What follows belongs to an exercise in optimizing a design on an open flow for small area, a short achievable clock period and few clock cycles; a production flow would make more cautious choices. The RTL was checked by simulation tests, not by an equivalence proof against the original design. Power and IR drop assume default switching activity.

==> flow/run.sh <==
#!/bin/bash
# synth_recipe.tcl (not shown) runs the flow's synth.tcl, then flattens the netlist and writes it again
# the make line also repeats each setting of config.mk as NAME=value (left out here)
make -C /OpenROAD-flow-scripts/flow DESIGN_CONFIG=/design/flow/config.mk WORK_HOME=/design/flow/orfs CLKGATE_MAP_FILE= SYNTH_SCRIPT=/design/flow/synth_recipe.tcl finish
==> flow/config.mk <==
export PLATFORM = sky130hd
export DESIGN_NAME = sq_core
export DESIGN_NICKNAME = sq_core
export VERILOG_FILES = /design/flow/design.v
export SDC_FILE = /design/flow/constraint.sdc
export NUM_CORES = 4
export LEC_CHECK = 0
export CAP_MARGIN = 20
export CORE_MARGIN = 2
export CORE_UTILIZATION = 40
export SLEW_MARGIN = 20
==> flow/constraint.sdc <==
create_clock -name core_clock -period 12.0 [get_ports {clk}]
set_input_delay 2.4000 -clock core_clock [delete_from_list [all_inputs] [get_ports {clk}]]
set_output_delay 2.4000 -clock core_clock [all_outputs]
set_load 0.01 [all_outputs]
==> flow/design.v <==
module sq_fround #(
    parameter W = 26
) (
    input  wire              sign,
    input  wire [W-1:0]      sig,
    input  wire signed [11:0] exp,
    input  wire              sticky,
    output reg  [31:0]       result
);
    reg signed [12:0] biased;
    reg [11:0]        sh;
    reg [W-1:0]       ssig;
    reg               lost;
    reg [7:0]         efield;
    reg [23:0]        m;
    reg               rbit;
    reg               sbit;
    reg               inc;
    always @(*) begin
        biased = exp + 13'sd127;
        sh     = 12'd0;
        ssig   = sig;
        lost   = 1'b0;
        efield = 8'd0;
        if (biased >= 13'sd255) begin
            m    = 24'd0;
            rbit = 1'b0;
            sbit = 1'b0;
            inc  = 1'b0;
            result = {sign, 8'hFF, 23'd0};
        end else begin
            if (biased >= 13'sd1) begin
                efield = biased[7:0];
            end else begin
                sh   = 12'd1 - biased[11:0];
                ssig = sig >> sh;
                lost = |(sig & ~({W{1'b1}} << sh));
            end
            m    = ssig[W-1:W-24];
            rbit = ssig[W-25];
            sbit = (|ssig[W-26:0]) | lost | sticky;
            inc  = rbit & (sbit | m[0]);
            result = {sign, {efield, m[22:0]} + {30'd0, inc}};
        end
    end
endmodule
module sq_core (
    input  wire        clk,
    input  wire        rst,
    input  wire        in_valid,
    output wire        in_ready,
    input  wire [1:0]  in_op,
    input  wire [4:0]  in_bits,
    input  wire        in_dither,
    input  wire [31:0] in_a,
    input  wire [31:0] in_f,
    output reg         out_valid,
    output reg  [31:0] out_data,
    output reg  [3:0]  out_err
);
    localparam OP_ENC = 2'd0, OP_DEC = 2'd1, OP_CDF = 2'd2, OP_SEED = 2'd3;
    localparam ERR_NONE = 4'h0, ERR_BITS = 4'h2, ERR_FACTOR = 4'h7,
               ERR_RANGE = 4'h8, ERR_CDFNAN = 4'hD;
    localparam S_IDLE = 3'd0, S_CHECK = 3'd1, S_DIV = 3'd2, S_DROUND = 3'd3,
               S_CDF = 3'd4, S_DITH = 3'd5, S_MUL = 3'd6, S_MROUND = 3'd7;
    reg [2:0]  state;
    reg [1:0]  op;
    reg [4:0]  bits;
    reg        dither;
    reg [31:0] a;
    reg [31:0] f;
    reg [31:0] dstate;
    assign in_ready = (state == S_IDLE);
    wire       a_sign  = a[31];
    wire [7:0] a_exp   = a[30:23];
    wire [22:0] a_frac = a[22:0];
    wire       a_nan   = (a_exp == 8'hFF) && (a_frac != 23'd0);
    wire       a_inf   = (a_exp == 8'hFF) && (a_frac == 23'd0);
    wire       a_zero  = (a[30:0] == 31'd0);
    wire       f_nan   = (f[30:23] == 8'hFF) && (f[22:0] != 23'd0);
    wire       f_inf   = (f[30:23] == 8'hFF) && (f[22:0] == 23'd0);
    wire       f_zero  = (f[30:0] == 31'd0);
    wire       f_valid = !f_nan && !f_inf && (f_zero || !f[31]);
    wire [31:0] e      = f_zero ? 32'h3F800000 : f;    
    wire       bits_ok = (bits >= 5'd2) && (bits <= 5'd16);
    wire [16:0] n_codes = 17'd1 << bits;
    wire [31:0] sent    = {15'd0, n_codes} - 32'd1;     
    reg [23:0] a_sig, e_sig;
    reg signed [11:0] a_e, e_e;      
    integer i;
    reg [4:0] a_lz, e_lz;
    always @(*) begin
        a_lz = 5'd0;
        for (i = 0; i < 23; i = i + 1)
            if (a_frac[i]) a_lz = 5'd22 - i[4:0];
        if (a_exp != 8'd0) begin
            a_sig = {1'b1, a_frac};
            a_e   = $signed({4'd0, a_exp}) - 12'sd127;
        end else begin
            a_sig = {1'b0, a_frac} << (a_lz + 5'd1);
            a_e   = -12'sd126 - $signed({7'd0, a_lz}) - 12'sd1;
        end
        e_lz = 5'd0;
        for (i = 0; i < 23; i = i + 1)
            if (e[i]) e_lz = 5'd22 - i[4:0];
        if (e[30:23] != 8'd0) begin
            e_sig = {1'b1, e[22:0]};
            e_e   = $signed({4'd0, e[30:23]}) - 12'sd127;
        end else begin
            e_sig = {1'b0, e[22:0]} << (e_lz + 5'd1);
            e_e   = -12'sd126 - $signed({7'd0, e_lz}) - 12'sd1;
        end
    end
    reg [25:0] rem;
    reg [23:0] dvs;
    reg [25:0] quo;
    reg [4:0]  cnt;
    reg signed [11:0] qexp;
    reg        qsign;
    wire [25:0] rem_sub = rem - {2'd0, dvs};
    wire        rem_ge  = (rem >= {2'd0, dvs});
    wire [25:0] q_norm   = quo[25] ? quo : {quo[24:0], 1'b0};
    wire signed [11:0] q_exp = quo[25] ? qexp : qexp - 12'sd1;
    wire [31:0] q_float;
    sq_fround #(.W(26)) u_qround (
        .sign(qsign), .sig(q_norm), .exp(q_exp), .sticky(rem != 26'd0),
        .result(q_float)
    );
    reg [31:0] y;
    reg [31:0] prob;
    reg [23:0] y_sig;
    reg [30:0] y_int;
    reg        y_frac;
    reg [7:0]  y_sh;
    reg [31:0] p_calc;
    always @(*) begin
        y_sig  = {(y[30:23] != 8'd0), y[22:0]};
        y_int  = 31'd0;
        y_frac = 1'b0;
        y_sh   = 8'd0;
        if (y[30:23] >= 8'd127) begin
            p_calc = y[31] ? 32'd0 : 32'hFFFFFFFF;
        end else begin
            if (y[30:23] >= 8'd119) begin
                y_sh  = y[30:23] - 8'd119;
                y_int = {7'd0, y_sig} << y_sh;
            end else begin
                y_sh   = 8'd119 - ((y[30:23] == 8'd0) ? 8'd1 : y[30:23]);
                y_int  = {7'd0, y_sig >> y_sh};
                y_frac = |(y_sig & ~(24'hFFFFFF << y_sh));
            end
            if (y[31])
                p_calc = 32'h80000000 - {1'b0, y_int} - {31'd0, y_frac};
            else
                p_calc = 32'h80000000 + {1'b0, y_int};
        end
    end
    wire [31:0] xs1 = dstate ^ (dstate << 13);
    wire [31:0] xs2 = xs1 ^ (xs1 >> 17);
    wire [31:0] draw = xs2 ^ (xs2 << 5);
    wire signed [33:0] dith_d = dither
        ? ($signed({2'b00, draw >> bits}) - $signed({2'b00, 32'h80000000 >> bits}))
        : 34'sd0;
    wire signed [33:0] psum = $signed({2'b00, prob}) + dith_d;
    wire signed [33:0] idx  = psum >>> (6'd32 - {1'b0, bits});
    wire [31:0] code_max = sent - 32'd1;              
    wire [31:0] code = (idx < 0) ? 32'd0
                     : (idx > $signed({2'b00, code_max})) ? code_max
                     : idx[31:0];
    reg [39:0] prod;
    reg        psign;
    reg signed [11:0] pexp;
    wire signed [17:0] kval = $signed({1'b0, a[15:0], 1'b1}) - $signed({1'b0, n_codes});
    wire [15:0] kmag = kval[17] ? (~kval[15:0] + 16'd1) : kval[15:0];
    reg [5:0] p_lz;
    reg [39:0] p_norm;
    always @(*) begin
        p_lz = 6'd0;
        for (i = 0; i < 40; i = i + 1)
            if (prod[i]) p_lz = 6'd39 - i[5:0];
        p_norm = prod << p_lz;
    end
    wire signed [11:0] m_exp = pexp + 12'sd16 - $signed({6'd0, p_lz});
    wire [31:0] m_float;
    sq_fround #(.W(40)) u_mround (
        .sign(psign), .sig(p_norm), .exp(m_exp), .sticky(1'b0),
        .result(m_float)
    );
    always @(posedge clk) begin
        if (rst) begin
            state     <= S_IDLE;
            dstate    <= 32'd1;
            out_valid <= 1'b0;
            out_data  <= 32'd0;
            out_err   <= ERR_NONE;
        end else begin
            out_valid <= 1'b0;
            case (state)
            S_IDLE: begin
                if (in_valid) begin
                    op     <= in_op;
                    bits   <= in_bits;
                    dither <= in_dither;
                    a      <= in_a;
                    f      <= in_f;
                    state  <= S_CHECK;
                end
            end
            S_CHECK: begin
                state <= S_IDLE;
                case (op)
                OP_SEED: begin
                    out_valid <= 1'b1;
                    out_err   <= ERR_NONE;
                    out_data  <= dstate;
                    dstate    <= (a == 32'd0) ? 32'd1 : a;
                end
                OP_CDF: begin
                    if (a_nan) begin
                        out_valid <= 1'b1;
                        out_err   <= ERR_CDFNAN;
                        out_data  <= a;
                    end else begin
                        y     <= a;
                        state <= S_CDF;
                    end
                end
                OP_ENC: begin
                    if (!bits_ok) begin
                        out_valid <= 1'b1;
                        out_err   <= ERR_BITS;
                        out_data  <= {27'd0, bits};
                    end else if (a_nan) begin
                        out_valid <= 1'b1;
                        out_err   <= ERR_NONE;
                        out_data  <= sent;
                    end else if (!f_valid) begin
                        out_valid <= 1'b1;
                        out_err   <= ERR_FACTOR;
                        out_data  <= f;
                    end else if (a_inf || a_zero) begin
                        y     <= {a_sign, a_inf ? 8'hFF : 8'h00, 23'd0};
                        state <= S_CDF;
                    end else begin
                        rem   <= {2'd0, a_sig};
                        dvs   <= e_sig;
                        quo   <= 26'd0;
                        cnt   <= 5'd0;
                        qexp  <= a_e - e_e;
                        qsign <= a_sign;
                        state <= S_DIV;
                    end
                end
                OP_DEC: begin
                    if (!bits_ok) begin
                        out_valid <= 1'b1;
                        out_err   <= ERR_BITS;
                        out_data  <= {27'd0, bits};
                    end else if (a > sent) begin
                        out_valid <= 1'b1;
                        out_err   <= ERR_RANGE;
                        out_data  <= a;
                    end else if (a == sent) begin
                        out_valid <= 1'b1;
                        out_err   <= ERR_NONE;
                        out_data  <= 32'h7FC00000;
                    end else if (!f_valid) begin
                        out_valid <= 1'b1;
                        out_err   <= ERR_FACTOR;
                        out_data  <= f;
                    end else begin
                        state <= S_MUL;
                    end
                end
                endcase
            end
            S_DIV: begin
                quo <= {quo[24:0], rem_ge};
                rem <= rem_ge ? {rem_sub[24:0], 1'b0} : {rem[24:0], 1'b0};
                cnt <= cnt + 5'd1;
                if (cnt == 5'd25)
                    state <= S_DROUND;
            end
            S_DROUND: begin
                y     <= q_float;
                state <= S_CDF;
            end
            S_CDF: begin
                prob  <= p_calc;
                state <= S_DITH;
                if (op == OP_CDF) begin
                    out_valid <= 1'b1;
                    out_err   <= ERR_NONE;
                    out_data  <= p_calc;
                    state     <= S_IDLE;
                end
            end
            S_DITH: begin
                if (dither)
                    dstate <= draw;
                out_valid <= 1'b1;
                out_err   <= ERR_NONE;
                out_data  <= code;
                state     <= S_IDLE;
            end
            S_MUL: begin
                prod  <= {8'd0, kmag} * {16'd0, e_sig};
                psign <= kval[17];
                pexp  <= e_e - $signed({7'd0, bits});
                state <= S_MROUND;
            end
            S_MROUND: begin
                out_valid <= 1'b1;
                out_err   <= ERR_NONE;
                out_data  <= m_float;
                state     <= S_IDLE;
            end
            endcase
        end
    end
endmodule
==> out/metrics.csv <==
stage,metric,value,unit
setup_path,critPathCaptureType,flip-flop,
global_route,antenna_found_initial,17,
placed_design,dpl_cell_area,66680,µm²
clocking,clock_sinks,355,
yosys,synth_edf_count,283,
cells_and_area,stdcell_area,69430,µm²
routing,wl,287.2,mm
setup_path,max_stage_delay,570,ps
routing,first_iter_violations,8589,
yosys,syn_area,62080,µm²
floorplan,die_h,398.0,µm
yosys,yosysSeqAreaShare,16.01,%
routing,wl_per_cell,27.95,µm
clocking,root_buffer,clkbuf_16,
cells_and_area,multi_input_area,49130,µm²
yosys,synth_seq_cells,355,
routing,drt-vias-per-instance,6.523,
outcome,status,"complete, no violations",
placed_design,dp_hpwl,224.6,mm
placed_design,place_inst,10150,
cells_and_area,final-seq-area,9966,µm²
routing,postRouteAntennaNets,0,
setup_path,path_common_cell,fa_1,
cells_and_area,areaGrowthSynthToFinish,11.84,%
sta,period_share,95.94,%
hold_path,hold_end,dstate[26],
floorplan,die_area,158400,µm²
yosys,ys.flop_type,edfxtp_1,
cells_and_area,mostFrequentLayoutCells,"nand2_1 (1,010), nor2_1 (789), inv_1 (558)",
yosys,avgSynthCellArea,7.606,µm²
cells_and_area,nNetsFinal,8955,
hold_path,hold_class,reg2reg,
floorplan,coreArea,154000,µm²
setup_path,reg2reg_slack,490,ps
floorplan,rows,144,
setup_path,critPathRequiredTime,12370,ps
sta,maxSlewViolCount,0,
placed_design,numPortBuffers,112,
floorplan,io_pins,113,
power_and_ir_drop,p_per_area,255.1,nW/µm²
setup_path,crit_fanout,8,
routing,drc_errors,0,
routing,via_count,67020,
sta,relSlewSlack,18.79,%
yosys,synthesis.nets,8935,
setup_path,startpoint_type,flip-flop,
hold_path,min_from,dstate[26],
clocking,cts_tree,yes,
yosys,synthArstFlopShare,0,%
yosys,synth_cells,8162,
global_route,grt_max_degree,75,
sta,fmax,0.08686,GHz
yosys,synthDistinctLibCells,115,
clocking,cts_buffer_depth,3,
global_route,grt_pass1_wl,418.7,mm
cells_and_area,fill_cells,15650,
power_and_ir_drop,vdd_ir_drop_max,807.8,µV
setup_path,critical_path_arrival,11880,ps
setup_path,critPathKind,reg2reg,
sta,finalHoldViolations,0,
global_route,grt_usage,34.86,%
sta,fin_skew,58.54,ps
setup_path,r2r_end,prod[39],
setup_path,r2r-start,bits[0],
setup_path,critPathSlowestCell,xnor2_1,
yosys,yosys_warnings,3,
sta,fin_crit,11510,ps
clocking,cts_hold_buffers,0,
floorplan,die_w,398.0,µm
floorplan,start_util,40.30,%
cells_and_area,final_common_cell,nand2_1,
placed_design,place.gp.congestion,1.050,
hold_path,min_path_cells,2,
clocking,path_clk_slew,70,ps
clocking,cts_max_level,2,
sta,setup_viol,0,
power_and_ir_drop,p_leak,27.80,nW
job,max_cap_violations,0,
routing,first_pass_iters,8,
global_route,grt_overflow_total,0,
global_route,first_global_vias,62290,
setup_path,ff2ff_path_depth,43,
cells_and_area,stdcell_count,10270,
clocking,cts_made_buffers,47,
clocking,clkLatencyLatePin,680,ps
sta,tightest_slew,1214,ps
cells_and_area,drive_gt1_share,10.18,%
per-stage QoR:
stage | setup WS, ps | hold slack (ps) | utilization (%) | setup TNS [ps] | power (mW)
2_1_floorplan | 41.76 | 453.3 | - | 0 | 11.72
3_3_place_gp | -71.84 | 472.3 | 43.28 | -71.84 | 15.17
3_5_place_dp | -177.2 | 482.8 | 43.28 | -270.9 | 15.29
4_1_cts | 13.36 | 490.5 | 44.36 | 0 | 17.01
5_1_grt | -139.7 | 523.4 | 45.06 | -838.7 | 19.35
6_report | 487.8 | 497.9 | 45.07 | 0 | 17.71
critical path, delay by kind of cell, from the launching register on:
kind            cells  cell delay [ps]
fa+ha+maj          10             4330
compound gates     17             3440
simple gates        8             1550
xor+xnor            3             1010
buf+inv             5              470
flops               1              410
cell type report:
| cell class | instances | share of cell area, % |
|---|---|---|
| timing repair buffer | 486 | 5.779 |
| clock inverter | 34 | 0.5406 |
| clock buffer | 51 | 1.716 |
| sequential | 355 | 14.35 |
| inverter | 578 | 3.127 |
| antenna | 12 | 0.04325 |
| multi-input combinational | 6714 | 70.76 |
| tap | 2044 | 3.684 |
state kept, by name, indices dropped and copies added (netlist names):
register / cells
quo: 26
f: 32
bits: 5
out_err: 4
cnt: 5
qsign: 1
dstate: 32
psign: 1
rem: 26
y: 32
out_data: 32
prod: 40
pexp: 12
a: 32
qexp: 12
dither: 1
op: 2
dvs: 24
state: 3
out_valid: 1
prob: 32
per-layer routing:
layer | wire length, µm | global-route usage [%] | vias to the layer above
met5 | 24 | 0 | -
met4 | 16530 | 16.23 | 4
met3 | 31760 | 7.842 | 702
met2 | 117100 | 49.73 | 3931
li1 | - | - | 29760
met1 | 121700 | 49.52 | 32620
Yosys cell counts, types with 24 or more instances:
cell	n	share of area (%)
or3_1	49	0.49
nor3_1	212	1.7
a32oi_1	29	0.41
a21o_1	94	1.1
a311oi_1	33	0.47
xnor2_1	214	3.0
o211ai_1	152	1.8
o31ai_1	42	0.51
and2_1	84	0.85
nor2b_1	100	1.0
mux2_2	33	0.60
o21bai_1	24	0.29
o221ai_1	33	0.47
a22o_1	28	0.40
o21ai_0	447	3.6
nand2b_1	69	0.70
or4_1	30	0.36
clkbuf_1	416	2.5
inv_1	559	3.4
a221oi_1	62	0.87
a21oi_1	525	4.2
mux4_2	57	2.1
a21boi_0	24	0.29
a22oi_1	69	0.83
ha_1	385	7.8
nor2_1	795	4.8
nand2_1	1012	6.1
buf_1	52	0.31
nand3_1	265	2.1
or2_2	38	0.38
xor2_1	141	2.0
a211oi_1	138	1.7
buf_2	31	0.25
and3_1	96	0.97
a31oi_1	116	1.2
dfxtp_1	72	2.3
o21a_1	80	0.97
o22ai_1	95	0.96
o2111ai_1	36	0.51
nand4_1	74	0.75
mux2i_1	243	3.9
fa_1	313	10
edfxtp_1	283	14
nor4_1	65	0.66
how the worst max path moves through the flow:
| stage | slack (ps) | to | from |
|---|---|---|---|
| 3_3_place_gp | -70 | prod[39] | bits[3] |
| 5_1_grt | -140 | prod[39] | bits[1] |
| 4_1_cts | 10 | out_data[23] | dstate[24] |
| 6_report | 490 | prod[39] | bits[0] |
| 2_1_floorplan | 40 | prod[39] | bits[0] |
| 3_5_place_dp | -180 | prod[39] | bits[3] |
power breakdown:
group | total, mW | leakage [nW] | internal (mW) | switching, mW
Combinational | 14.1 | 23.9 | 6.12 | 8.01
Clock | 1.48 | 0.737 | 0.817 | 0.666
Sequential | 2.10 | 3.18 | 2.02 | 0.0817
what timing repair did:
item	CTS	global route
buffers inserted	2	24
endpoints found under the setup margin	16	40
cloned	0	1
pin swaps	1	40
resized for setup	13	169
kinds of logic after synthesis:
kind of cell | count (synthesis) | synth area share (%)
and+or+nand+nor | 2976 | 22.19
muxes | 333 | 6.585
xor gates and xnor gates | 356 | 5.035
AOI/OAI and AO/OA | 2351 | 25.52
adders and majority gates | 698 | 17.85
DFF | 355 | 16.01
buffers and inverters | 1093 | 6.802
Testbench counts, summed over its fixed seeds: cycles 224,656.

==> separate check: timing with driven ports <==
How much do the figures lean on ideal ports? The routed layout below was timed once more, with nothing changed but the port constraints.
Step 1 (the two cells are an assumption about what drives the block):
set clk [get_ports {clk}]
set_driving_cell -lib_cell sky130_fd_sc_hd__clkbuf_16 $clk
set_driving_cell -lib_cell sky130_fd_sc_hd__buf_2 [delete_from_list [all_inputs] $clk]
Step 2, shift: input delay + t, output delay - t, t = (earliest + latest rising clock arrival at the registers) / 2. This alone moves slack from input paths to output paths.
Three values: ideal ports, drivers, drivers and shift; two values: the first two.
t (ns): 0.729
slack for setup (ns): 0.488 / 0.488 / 0.488
hold WS [ns]: 0.498 / 0.498 / 0.498
worst register clock-pin slew, ns: 0.07 / 0.07
pins driven straight from the clock port: 1
After both steps this run still meets setup and hold. The setup slack of this run moves by 0.000 ns with the drivers and by 0.000 ns with both steps.
